What follows belongs to an exercise in optimizing a design on an open flow for a short achievable clock period, few clock cycles and low power; a production flow would make more cautious choices.
At most, simulation tests tie the RTL to the original design; equivalence was not proved.
Power is estimated from default activity; no workload was simulated.

==> inputs of run C <==
==> flow/design.v <==
module e20_core (
    input  wire        clk,
    input  wire        rst,          
    output reg         mem_req,
    output reg         mem_we,
    output reg  [12:0] mem_addr,
    output wire [15:0] mem_wdata,
    input  wire        mem_gnt,
    input  wire        mem_rvalid,
    input  wire [15:0] mem_rdata,
    output reg         halted
);
    localparam [2:0] OP_RRR  = 3'b000, OP_ADDI = 3'b001, OP_J   = 3'b010,
                     OP_JAL  = 3'b011, OP_LW   = 3'b100, OP_SW  = 3'b101,
                     OP_JEQ  = 3'b110, OP_SLTI = 3'b111;
    localparam [3:0] F_ADD = 4'b0000, F_SUB = 4'b0001, F_OR = 4'b0010,
                     F_AND = 4'b0011, F_SLT = 4'b0100, F_JR = 4'b1000;
    reg [15:0] regs [1:7];
    reg [12:0] pc;         
    reg [12:0] fa;         
    reg        req_data;   
    reg [15:0] ibuf;       
    reg        ibuf_v;
    reg        ibuf_p;     
    reg [2:0]  q_v, q_ld, q_dr;
    reg        st_q;       
    reg [2:0]  st_s;       
    reg        ld_pend;    
    reg [2:0]  ld_d;       
    wire acc       = mem_req & mem_gnt;
    wire acc_read  = acc & ~mem_we;
    wire acc_fetch = acc & ~req_data;
    wire data_wait = mem_req & req_data & ~mem_gnt;    
    wire resp_ld   = mem_rvalid & q_ld[0];
    wire resp_ins  = mem_rvalid & ~q_ld[0] & ~q_dr[0];    
    wire [12:0] npc = pc + 13'd1;
    wire smc = st_q & ((mem_addr == pc) | (mem_addr == npc) | (mem_addr == pc + 13'd2));
    assign mem_wdata = (st_s == 3'd0) ? 16'd0 : regs[st_s];
    wire        ivalid = ibuf_v & ~halted & ~smc;
    wire [15:0] ir     = ibuf;
    wire [2:0]  op     = ir[15:13];
    wire [2:0]  ra     = ir[12:10];
    wire [2:0]  rb     = ir[9:7];
    wire [2:0]  rd_rrr = ir[6:4];
    wire [3:0]  func   = ir[3:0];
    wire [6:0]  imm7   = ir[6:0];
    wire [12:0] imm13  = ir[12:0];
    wire [15:0] simm   = {{9{imm7[6]}}, imm7};
    wire [15:0] va = (ra == 3'd0) ? 16'd0 : regs[ra];
    wire [15:0] vb = (rb == 3'd0) ? 16'd0 : regs[rb];
    wire [12:0] ea  = va[12:0] + simm[12:0];
    wire is_rrr  = (op == OP_RRR);
    wire is_lw   = (op == OP_LW);
    wire is_sw   = (op == OP_SW);
    wire is_j    = (op == OP_J);
    wire is_jal  = (op == OP_JAL);
    wire is_jeq  = (op == OP_JEQ);
    wire is_jr   = is_rrr & (func == F_JR);
    wire is_halt = is_j & (imm13 == pc);
    reg        wr;
    reg [2:0]  dst;
    reg [15:0] res;
    always @(*) begin
        wr  = 1'b0;
        dst = rb;
        res = va + simm;
        case (op)
            OP_RRR: begin
                dst = rd_rrr;
                wr  = (func[3:1] == 3'b000) | (func[3:1] == 3'b001) | (func == F_SLT);
                case (func)
                    F_ADD:   res = va + vb;
                    F_SUB:   res = va - vb;
                    F_OR:    res = va | vb;
                    F_AND:   res = va & vb;
                    default: res = {15'd0, va < vb};
                endcase
            end
            OP_ADDI: wr = 1'b1;
            OP_SLTI: begin wr = 1'b1; res = {15'd0, va < simm}; end
            OP_JAL:  begin wr = 1'b1; dst = 3'd7; res = {3'd0, npc}; end
            default: ;
        endcase
    end
    wire wr_nz = wr & (dst != 3'd0);
    wire rd_a = ~(is_j | is_jal);
    wire rd_b = is_rrr | is_sw | is_jeq;
    wire ld_hit = ld_pend & ((rd_a & ra == ld_d) | (rd_b & rb == ld_d) |
                             (wr_nz & dst == ld_d));
    wire stall = ld_hit
               | (resp_ld & wr_nz)                          
               | ((is_lw | is_sw) & data_wait)
               | (wr_nz & mem_req & mem_we & (dst == st_s))    
               | (is_lw & ld_pend & ~resp_ld)
               | (is_halt & data_wait);
    wire exec = ivalid & ~stall;
    wire        eq      = (va == vb);
    wire [12:0] br_tgt  = npc + simm[12:0];
    wire        tk_jeq  = is_jeq & eq & (imm7 != 7'd0);
    wire        tk_jr   = is_jr & ~ibuf_p & (va[12:0] != npc);
    wire [12:0] tgt     = is_jeq ? br_tgt : va[12:0];
    wire taken = exec & (tk_jeq | tk_jr);
    wire [12:0] seq_pc  = (is_j | is_jal) ? imm13 : (is_jr & ibuf_p) ? va[12:0] : npc;
    wire [12:0] next_pc = taken ? tgt : seq_pc;
    wire overflow = ibuf_v & resp_ins & ~exec & ~halted & ~smc;
    wire ld_ibuf  = resp_ins & (exec | ~ibuf_v) & ~taken & ~smc;
    wire early    = ld_ibuf & (mem_rdata[15:14] == 2'b01);
    wire [2:0]  n_ra  = mem_rdata[12:10];
    wire [15:0] n_va  = (n_ra == 3'd0) ? 16'd0 : regs[n_ra];
    wire n_hit = (ld_pend & ld_d == n_ra) |
                 (exec & ((wr_nz & dst == n_ra) | (is_lw & rb == n_ra)));
    wire early_jr = ld_ibuf & (mem_rdata[15:13] == OP_RRR) &
                    (mem_rdata[3:0] == F_JR) & ~n_hit;
    wire redirect = taken | overflow | smc | early | early_jr;
    wire [12:0] fa_n = taken ? tgt : smc ? pc : overflow ? seq_pc
                     : early ? mem_rdata[12:0]
                     : early_jr ? n_va[12:0]
                     : acc_fetch ? fa + 13'd1 : fa;
    wire mem_go  = exec & (is_sw | (is_lw & rb != 3'd0));
    wire halt_go = exec & is_halt;
    wire       pop  = mem_rvalid;
    wire [2:0] s_v  = pop ? {1'b0, q_v[2:1]}  : q_v;
    wire [2:0] s_ld = pop ? {1'b0, q_ld[2:1]} : q_ld;
    wire [2:0] s_dr = (pop ? {1'b0, q_dr[2:1]} : q_dr) | ({3{redirect}} & ~s_ld);
    wire [2:0] slot = ~s_v & {s_v[1:0], 1'b1};        
    wire [2:0] push = {3{acc_read}} & slot;
    wire       can_fetch = ~s_v[1] & ~(s_v[0] & acc_read);
    wire [15:0] rf_wd = resp_ld ? mem_rdata : res;
    wire [2:0]  rf_wa = resp_ld ? ld_d : dst;
    wire        rf_wr = resp_ld | (exec & wr_nz);
    wire [7:0]  rf_we = {8{rf_wr}} & (8'd1 << rf_wa);
    integer i;
    always @(posedge clk) begin
        if (rst) begin
            mem_req   <= 1'b1;
            mem_we    <= 1'b0;
            mem_addr  <= 13'd0;
            req_data  <= 1'b0;
            halted    <= 1'b0;
            pc        <= 13'd0;
            fa        <= 13'd0;
            ibuf      <= 16'd0;
            ibuf_v    <= 1'b0;
            ibuf_p    <= 1'b0;
            q_v <= 3'd0; q_ld <= 3'd0; q_dr <= 3'd0;
            ld_pend   <= 1'b0;
            ld_d      <= 3'd0;
            st_q      <= 1'b0;
            st_s      <= 3'd0;
            for (i = 1; i < 8; i = i + 1)
                regs[i] <= 16'd0;
        end else begin
            for (i = 1; i < 8; i = i + 1)
                if (rf_we[i]) regs[i] <= rf_wd;
            if (resp_ld) ld_pend <= 1'b0;
            if (exec & is_lw & rb != 3'd0) begin
                ld_pend <= 1'b1;
                ld_d    <= rb;
            end
            if (exec & ~is_halt) pc <= next_pc;
            if (halt_go) halted <= 1'b1;
            st_q <= exec & is_sw;
            if (smc) begin
                ibuf_v <= 1'b0;
            end else if (exec | ~ibuf_v) begin
                ibuf_v <= ld_ibuf;
                ibuf_p <= early_jr;
                ibuf   <= mem_rdata;
            end
            q_v  <= s_v | push;
            q_ld <= (s_ld & ~push) | (push & {3{req_data}});
            q_dr <= (s_dr & ~push) | (push & {3{redirect & ~req_data}});
            fa <= fa_n;
            if (mem_go) begin
                mem_req   <= 1'b1;
                mem_we    <= is_sw;
                mem_addr  <= ea;
                st_s      <= rb;
                req_data  <= 1'b1;
            end else if (data_wait) begin
            end else if (halt_go | halted) begin
                mem_req   <= 1'b0;
                req_data  <= 1'b0;
            end else begin
                mem_req   <= can_fetch;
                mem_we    <= 1'b0;
                mem_addr  <= fa_n;
                req_data  <= 1'b0;
            end
        end
    end
endmodule
==> flow/run.sh <==
#!/bin/bash
# synth_recipe.tcl (not shown) runs the flow's synth.tcl, then flattens the netlist and writes it again
# the make line also repeats each setting of config.mk as NAME=value (left out here)
make -C /OpenROAD-flow-scripts/flow DESIGN_CONFIG=/design/flow/config.mk WORK_HOME=/design/flow/orfs CLKGATE_MAP_FILE= SYNTH_SCRIPT=/design/flow/synth_recipe.tcl finish
==> flow/config.mk <==
export PLATFORM = sky130hd
export DESIGN_NAME = e20_core
export DESIGN_NICKNAME = e20_core
export VERILOG_FILES = /design/flow/design.v
export SDC_FILE = /design/flow/constraint.sdc
export NUM_CORES = 4
export LEC_CHECK = 0
export ABC_CLOCK_PERIOD_IN_PS = 2500
export CAP_MARGIN = 20
export CORE_MARGIN = 2
export CORE_UTILIZATION = 40
export CTS_BUF_LIST = sky130_fd_sc_hd__clkbuf_16
export CTS_CLUSTER_DIAMETER = 100
export CTS_CLUSTER_SIZE = 20
export PLACE_DENSITY = 0.6
export SETUP_SLACK_MARGIN = 4.0
export SLEW_MARGIN = 20
==> flow/constraint.sdc <==
create_clock -name core_clock -period 8.0 [get_ports {clk}]
set_input_delay 1.6000 -clock core_clock [delete_from_list [all_inputs] [get_ports {clk}]]
set_output_delay 1.6000 -clock core_clock [all_outputs]
set_load 0.01 [all_outputs]
==> run P (differences from run C) <==
--- a/flow/design.v
+++ b/flow/design.v
@@ -21,7 +21,6 @@
     reg        req_data;   
     reg [15:0] ibuf;       
     reg        ibuf_v;
-    reg        ibuf_p;     
     reg [2:0]  q_v, q_ld, q_dr;
     reg        st_q;       
     reg [2:0]  st_s;       
@@ -36,8 +35,8 @@
     wire [12:0] npc = pc + 13'd1;
     wire smc = st_q & ((mem_addr == pc) | (mem_addr == npc) | (mem_addr == pc + 13'd2));
     assign mem_wdata = (st_s == 3'd0) ? 16'd0 : regs[st_s];
-    wire        ivalid = ibuf_v & ~halted & ~smc;
-    wire [15:0] ir     = ibuf;
+    wire        ivalid = (ibuf_v | resp_ins) & ~halted & ~smc;
+    wire [15:0] ir     = ibuf_v ? ibuf : mem_rdata;
     wire [2:0]  op     = ir[15:13];
     wire [2:0]  ra     = ir[12:10];
     wire [2:0]  rb     = ir[9:7];
@@ -89,32 +88,25 @@
                              (wr_nz & dst == ld_d));
     wire stall = ld_hit
                | (resp_ld & wr_nz)                          
-               | ((is_lw | is_sw) & data_wait)
-               | (wr_nz & mem_req & mem_we & (dst == st_s))    
+               | data_wait
                | (is_lw & ld_pend & ~resp_ld)
                | (is_halt & data_wait);
     wire exec = ivalid & ~stall;
     wire        eq      = (va == vb);
     wire [12:0] br_tgt  = npc + simm[12:0];
     wire        tk_jeq  = is_jeq & eq & (imm7 != 7'd0);
-    wire        tk_jr   = is_jr & ~ibuf_p & (va[12:0] != npc);
-    wire [12:0] tgt     = is_jeq ? br_tgt : va[12:0];
-    wire taken = exec & (tk_jeq | tk_jr);
-    wire [12:0] seq_pc  = (is_j | is_jal) ? imm13 : (is_jr & ibuf_p) ? va[12:0] : npc;
-    wire [12:0] next_pc = taken ? tgt : seq_pc;
-    wire overflow = ibuf_v & resp_ins & ~exec & ~halted & ~smc;
-    wire ld_ibuf  = resp_ins & (exec | ~ibuf_v) & ~taken & ~smc;
-    wire early    = ld_ibuf & (mem_rdata[15:14] == 2'b01);
-    wire [2:0]  n_ra  = mem_rdata[12:10];
-    wire [15:0] n_va  = (n_ra == 3'd0) ? 16'd0 : regs[n_ra];
-    wire n_hit = (ld_pend & ld_d == n_ra) |
-                 (exec & ((wr_nz & dst == n_ra) | (is_lw & rb == n_ra)));
-    wire early_jr = ld_ibuf & (mem_rdata[15:13] == OP_RRR) &
-                    (mem_rdata[3:0] == F_JR) & ~n_hit;
-    wire redirect = taken | overflow | smc | early | early_jr;
-    wire [12:0] fa_n = taken ? tgt : smc ? pc : overflow ? seq_pc
-                     : early ? mem_rdata[12:0]
-                     : early_jr ? n_va[12:0]
+    wire        tk_j    = (is_j | is_jal) & (imm13 != npc) & ~is_halt;
+    wire        tk_jr   = is_jr & (va[12:0] != npc);
+    reg  [12:0] tgt;
+    always @(*) begin
+        if (is_jeq)     tgt = br_tgt;
+        else if (is_jr) tgt = va[12:0];
+        else            tgt = imm13;
+    end
+    wire taken = exec & (tk_jeq | tk_j | tk_jr);
+    wire overflow = ibuf_v & resp_ins & stall & ~halted & ~smc;
+    wire redirect = taken | overflow | smc;
+    wire [12:0] fa_n = taken ? tgt : smc ? pc : overflow ? npc
                      : acc_fetch ? fa + 13'd1 : fa;
     wire mem_go  = exec & (is_sw | (is_lw & rb != 3'd0));
     wire halt_go = exec & is_halt;
@@ -125,10 +117,6 @@
     wire [2:0] slot = ~s_v & {s_v[1:0], 1'b1};        
     wire [2:0] push = {3{acc_read}} & slot;
     wire       can_fetch = ~s_v[1] & ~(s_v[0] & acc_read);
-    wire [15:0] rf_wd = resp_ld ? mem_rdata : res;
-    wire [2:0]  rf_wa = resp_ld ? ld_d : dst;
-    wire        rf_wr = resp_ld | (exec & wr_nz);
-    wire [7:0]  rf_we = {8{rf_wr}} & (8'd1 << rf_wa);
     integer i;
     always @(posedge clk) begin
         if (rst) begin
@@ -141,7 +129,6 @@
             fa        <= 13'd0;
             ibuf      <= 16'd0;
             ibuf_v    <= 1'b0;
-            ibuf_p    <= 1'b0;
             q_v <= 3'd0; q_ld <= 3'd0; q_dr <= 3'd0;
             ld_pend   <= 1'b0;
             ld_d      <= 3'd0;
@@ -150,21 +137,28 @@
             for (i = 1; i < 8; i = i + 1)
                 regs[i] <= 16'd0;
         end else begin
-            for (i = 1; i < 8; i = i + 1)
-                if (rf_we[i]) regs[i] <= rf_wd;
+            if (resp_ld & ld_pend) begin
+                if (ld_d != 3'd0) regs[ld_d] <= mem_rdata;
+            end else if (exec & wr_nz) begin
+                regs[dst] <= res;
+            end
             if (resp_ld) ld_pend <= 1'b0;
             if (exec & is_lw & rb != 3'd0) begin
                 ld_pend <= 1'b1;
                 ld_d    <= rb;
             end
-            if (exec & ~is_halt) pc <= next_pc;
+            if (exec) pc <= taken ? tgt : npc;
             if (halt_go) halted <= 1'b1;
             st_q <= exec & is_sw;
             if (smc) begin
                 ibuf_v <= 1'b0;
-            end else if (exec | ~ibuf_v) begin
-                ibuf_v <= ld_ibuf;
-                ibuf_p <= early_jr;
+            end else if (ibuf_v) begin
+                if (exec) begin
+                    ibuf_v <= resp_ins & ~taken;
+                    ibuf   <= mem_rdata;
+                end
+            end else if (resp_ins & ~exec) begin
+                ibuf_v <= 1'b1;
                 ibuf   <= mem_rdata;
             end
             q_v  <= s_v | push;
- ABC_CLOCK_PERIOD_IN_PS: 2500 -> 3000
- SETUP_SLACK_MARGIN: 4.0 -> 3.0
==> run X (differences from run C) <==
--- a/flow/design.v
+++ b/flow/design.v
@@ -4,7 +4,7 @@
     output reg         mem_req,
     output reg         mem_we,
     output reg  [12:0] mem_addr,
-    output wire [15:0] mem_wdata,
+    output reg  [15:0] mem_wdata,
     input  wire        mem_gnt,
     input  wire        mem_rvalid,
     input  wire [15:0] mem_rdata,
@@ -21,10 +21,7 @@
     reg        req_data;   
     reg [15:0] ibuf;       
     reg        ibuf_v;
-    reg        ibuf_p;     
     reg [2:0]  q_v, q_ld, q_dr;
-    reg        st_q;       
-    reg [2:0]  st_s;       
     reg        ld_pend;    
     reg [2:0]  ld_d;       
     wire acc       = mem_req & mem_gnt;
@@ -33,11 +30,8 @@
     wire data_wait = mem_req & req_data & ~mem_gnt;    
     wire resp_ld   = mem_rvalid & q_ld[0];
     wire resp_ins  = mem_rvalid & ~q_ld[0] & ~q_dr[0];    
-    wire [12:0] npc = pc + 13'd1;
-    wire smc = st_q & ((mem_addr == pc) | (mem_addr == npc) | (mem_addr == pc + 13'd2));
-    assign mem_wdata = (st_s == 3'd0) ? 16'd0 : regs[st_s];
-    wire        ivalid = ibuf_v & ~halted & ~smc;
-    wire [15:0] ir     = ibuf;
+    wire        ivalid = (ibuf_v | resp_ins) & ~halted;
+    wire [15:0] ir     = ibuf_v ? ibuf : mem_rdata;
     wire [2:0]  op     = ir[15:13];
     wire [2:0]  ra     = ir[12:10];
     wire [2:0]  rb     = ir[9:7];
@@ -48,6 +42,7 @@
     wire [15:0] simm   = {{9{imm7[6]}}, imm7};
     wire [15:0] va = (ra == 3'd0) ? 16'd0 : regs[ra];
     wire [15:0] vb = (rb == 3'd0) ? 16'd0 : regs[rb];
+    wire [12:0] npc = pc + 13'd1;
     wire [12:0] ea  = va[12:0] + simm[12:0];
     wire is_rrr  = (op == OP_RRR);
     wire is_lw   = (op == OP_LW);
@@ -90,32 +85,26 @@
     wire stall = ld_hit
                | (resp_ld & wr_nz)                          
                | ((is_lw | is_sw) & data_wait)
-               | (wr_nz & mem_req & mem_we & (dst == st_s))    
                | (is_lw & ld_pend & ~resp_ld)
                | (is_halt & data_wait);
     wire exec = ivalid & ~stall;
     wire        eq      = (va == vb);
     wire [12:0] br_tgt  = npc + simm[12:0];
     wire        tk_jeq  = is_jeq & eq & (imm7 != 7'd0);
-    wire        tk_jr   = is_jr & ~ibuf_p & (va[12:0] != npc);
-    wire [12:0] tgt     = is_jeq ? br_tgt : va[12:0];
-    wire taken = exec & (tk_jeq | tk_jr);
-    wire [12:0] seq_pc  = (is_j | is_jal) ? imm13 : (is_jr & ibuf_p) ? va[12:0] : npc;
-    wire [12:0] next_pc = taken ? tgt : seq_pc;
-    wire overflow = ibuf_v & resp_ins & ~exec & ~halted & ~smc;
-    wire ld_ibuf  = resp_ins & (exec | ~ibuf_v) & ~taken & ~smc;
-    wire early    = ld_ibuf & (mem_rdata[15:14] == 2'b01);
-    wire [2:0]  n_ra  = mem_rdata[12:10];
-    wire [15:0] n_va  = (n_ra == 3'd0) ? 16'd0 : regs[n_ra];
-    wire n_hit = (ld_pend & ld_d == n_ra) |
-                 (exec & ((wr_nz & dst == n_ra) | (is_lw & rb == n_ra)));
-    wire early_jr = ld_ibuf & (mem_rdata[15:13] == OP_RRR) &
-                    (mem_rdata[3:0] == F_JR) & ~n_hit;
-    wire redirect = taken | overflow | smc | early | early_jr;
-    wire [12:0] fa_n = taken ? tgt : smc ? pc : overflow ? seq_pc
-                     : early ? mem_rdata[12:0]
-                     : early_jr ? n_va[12:0]
-                     : acc_fetch ? fa + 13'd1 : fa;
+    wire        tk_j    = (is_j | is_jal) & (imm13 != npc) & ~is_halt;
+    wire        tk_jr   = is_jr & (va[12:0] != npc);
+    reg  [12:0] tgt;
+    always @(*) begin
+        if (is_jeq)     tgt = br_tgt;
+        else if (is_jr) tgt = va[12:0];
+        else            tgt = imm13;
+    end
+    wire taken = exec & (tk_jeq | tk_j | tk_jr);
+    wire overflow = ibuf_v & resp_ins & stall & ~halted;
+    wire smc = exec & is_sw & ((ea == npc) | (ea == npc + 13'd1) | (ea == npc + 13'd2));
+    wire redirect = taken | overflow | smc;
+    wire [12:0] fa_n = redirect ? (taken ? tgt : npc)
+                                : (acc_fetch ? fa + 13'd1 : fa);
     wire mem_go  = exec & (is_sw | (is_lw & rb != 3'd0));
     wire halt_go = exec & is_halt;
     wire       pop  = mem_rvalid;
@@ -125,46 +114,44 @@
     wire [2:0] slot = ~s_v & {s_v[1:0], 1'b1};        
     wire [2:0] push = {3{acc_read}} & slot;
     wire       can_fetch = ~s_v[1] & ~(s_v[0] & acc_read);
-    wire [15:0] rf_wd = resp_ld ? mem_rdata : res;
-    wire [2:0]  rf_wa = resp_ld ? ld_d : dst;
-    wire        rf_wr = resp_ld | (exec & wr_nz);
-    wire [7:0]  rf_we = {8{rf_wr}} & (8'd1 << rf_wa);
     integer i;
     always @(posedge clk) begin
         if (rst) begin
             mem_req   <= 1'b1;
             mem_we    <= 1'b0;
             mem_addr  <= 13'd0;
+            mem_wdata <= 16'd0;
             req_data  <= 1'b0;
             halted    <= 1'b0;
             pc        <= 13'd0;
             fa        <= 13'd0;
             ibuf      <= 16'd0;
             ibuf_v    <= 1'b0;
-            ibuf_p    <= 1'b0;
             q_v <= 3'd0; q_ld <= 3'd0; q_dr <= 3'd0;
             ld_pend   <= 1'b0;
             ld_d      <= 3'd0;
-            st_q      <= 1'b0;
-            st_s      <= 3'd0;
             for (i = 1; i < 8; i = i + 1)
                 regs[i] <= 16'd0;
         end else begin
-            for (i = 1; i < 8; i = i + 1)
-                if (rf_we[i]) regs[i] <= rf_wd;
+            if (resp_ld & ld_pend) begin
+                if (ld_d != 3'd0) regs[ld_d] <= mem_rdata;
+            end else if (exec & wr_nz) begin
+                regs[dst] <= res;
+            end
             if (resp_ld) ld_pend <= 1'b0;
             if (exec & is_lw & rb != 3'd0) begin
                 ld_pend <= 1'b1;
                 ld_d    <= rb;
             end
-            if (exec & ~is_halt) pc <= next_pc;
+            if (exec) pc <= taken ? tgt : npc;
             if (halt_go) halted <= 1'b1;
-            st_q <= exec & is_sw;
-            if (smc) begin
-                ibuf_v <= 1'b0;
-            end else if (exec | ~ibuf_v) begin
-                ibuf_v <= ld_ibuf;
-                ibuf_p <= early_jr;
+            if (ibuf_v) begin
+                if (exec) begin
+                    ibuf_v <= resp_ins & ~redirect;
+                    ibuf   <= mem_rdata;
+                end
+            end else if (resp_ins & ~exec) begin
+                ibuf_v <= 1'b1;
                 ibuf   <= mem_rdata;
             end
             q_v  <= s_v | push;
@@ -175,7 +162,7 @@
                 mem_req   <= 1'b1;
                 mem_we    <= is_sw;
                 mem_addr  <= ea;
-                st_s      <= rb;
+                mem_wdata <= vb;
                 req_data  <= 1'b1;
             end else if (data_wait) begin
             end else if (halt_go | halted) begin
- ABC_CLOCK_PERIOD_IN_PS: 2500 -> 3000
- CTS_BUF_LIST: sky130_fd_sc_hd__clkbuf_16 -> unset
- CTS_CLUSTER_DIAMETER: 100 -> unset
- CTS_CLUSTER_SIZE: 20 -> unset
- SETUP_SLACK_MARGIN: 4.0 -> 3.0
==> qor summary <==
item                                                                              run X                     run C                      run P
Maximum number of pins on one net before global-route repair                         66                        82                         66
Final critical-path required period                                             6050 ps                   4680 ps                    5370 ps
Fraction of power spent switching nets                                            0.364                     0.433                      0.387
Share of layout cells above drive strength 1                                      0.339                     0.283                      0.244
Run status                                             no timing/DRC/antenna violations  no timing/DRC/antenna violations  no timing/DRC/antenna violations
Final weighted congestion in routability-driven placement                         0.975                     0.996                      0.982
Total CTS buffers                                                                    26                        17                         15
Total clock sinks                                                                   216                       190                        208
Post-route standard cell area excluding fillers                               23600 um2                 23900 um2                  22900 um2
Cell taking the most area after synthesis                     sky130_fd_sc_hd__edfxtp_1  sky130_fd_sc_hd__dfxtp_1  sky130_fd_sc_hd__edfxtp_1
Routed wire length                                                              70.9 mm                   86.3 mm                    75.5 mm
Floorplan die area                                                            44100 um2                 46100 um2                  47100 um2
Worst hold slack across all endpoints                                            498 ps                    489 ps                     511 ps
Filler instances                                                                   3611                      3961                       4208
Average cell area after synthesis                                              8.90 um2                  7.55 um2                   8.60 um2
Testbench counts of run P, summed over its fixed seeds: cycles 279,331.
Testbench counts of run X, summed over its fixed seeds: cycles 279,331.
No functional check of the RTL was part of run C.

-- separate check: timing with driven ports --
The results above use ideal ports. As a check the final layouts listed here were re-extracted and re-timed, cells and wires unchanged.
Step 1 sets driving cells, clkbuf_16 on the clock port and buf_2 on the other inputs (assumed; they add their load-dependent delay and slew).
Step 2 times the ports against the registers' clock, not the clock port: input delays grow and output delays shrink by t, the midpoint of the rising clock arrivals with the driver on.
a / b / c = ideal / step 1 / step 2; a / b = the first two.
run | t, ns | slack for setup (ns) | hold slack, ns | slew at the worst register clock pin (ns) | worst slew at a driven data input, ns
run C | 0.537 | 3.325 / 3.325 / 2.950 | 0.489 / 0.489 / 0.489 | 0.08 / 0.08 | 0.08
run P | 0.573 | 2.630 / 2.648 / 2.075 | 0.511 / 0.511 / 0.511 | 0.10 / 0.10 | 0.06
run X | 0.619 | 1.952 / 1.959 / 1.341 | 0.498 / 0.498 / 0.498 | 0.07 / 0.07 | 0.06
After both steps every run listed still meets setup and hold. The setup slack of run X, which loses most, moves by +0.007 ns with the drivers and by -0.611 ns with both steps.
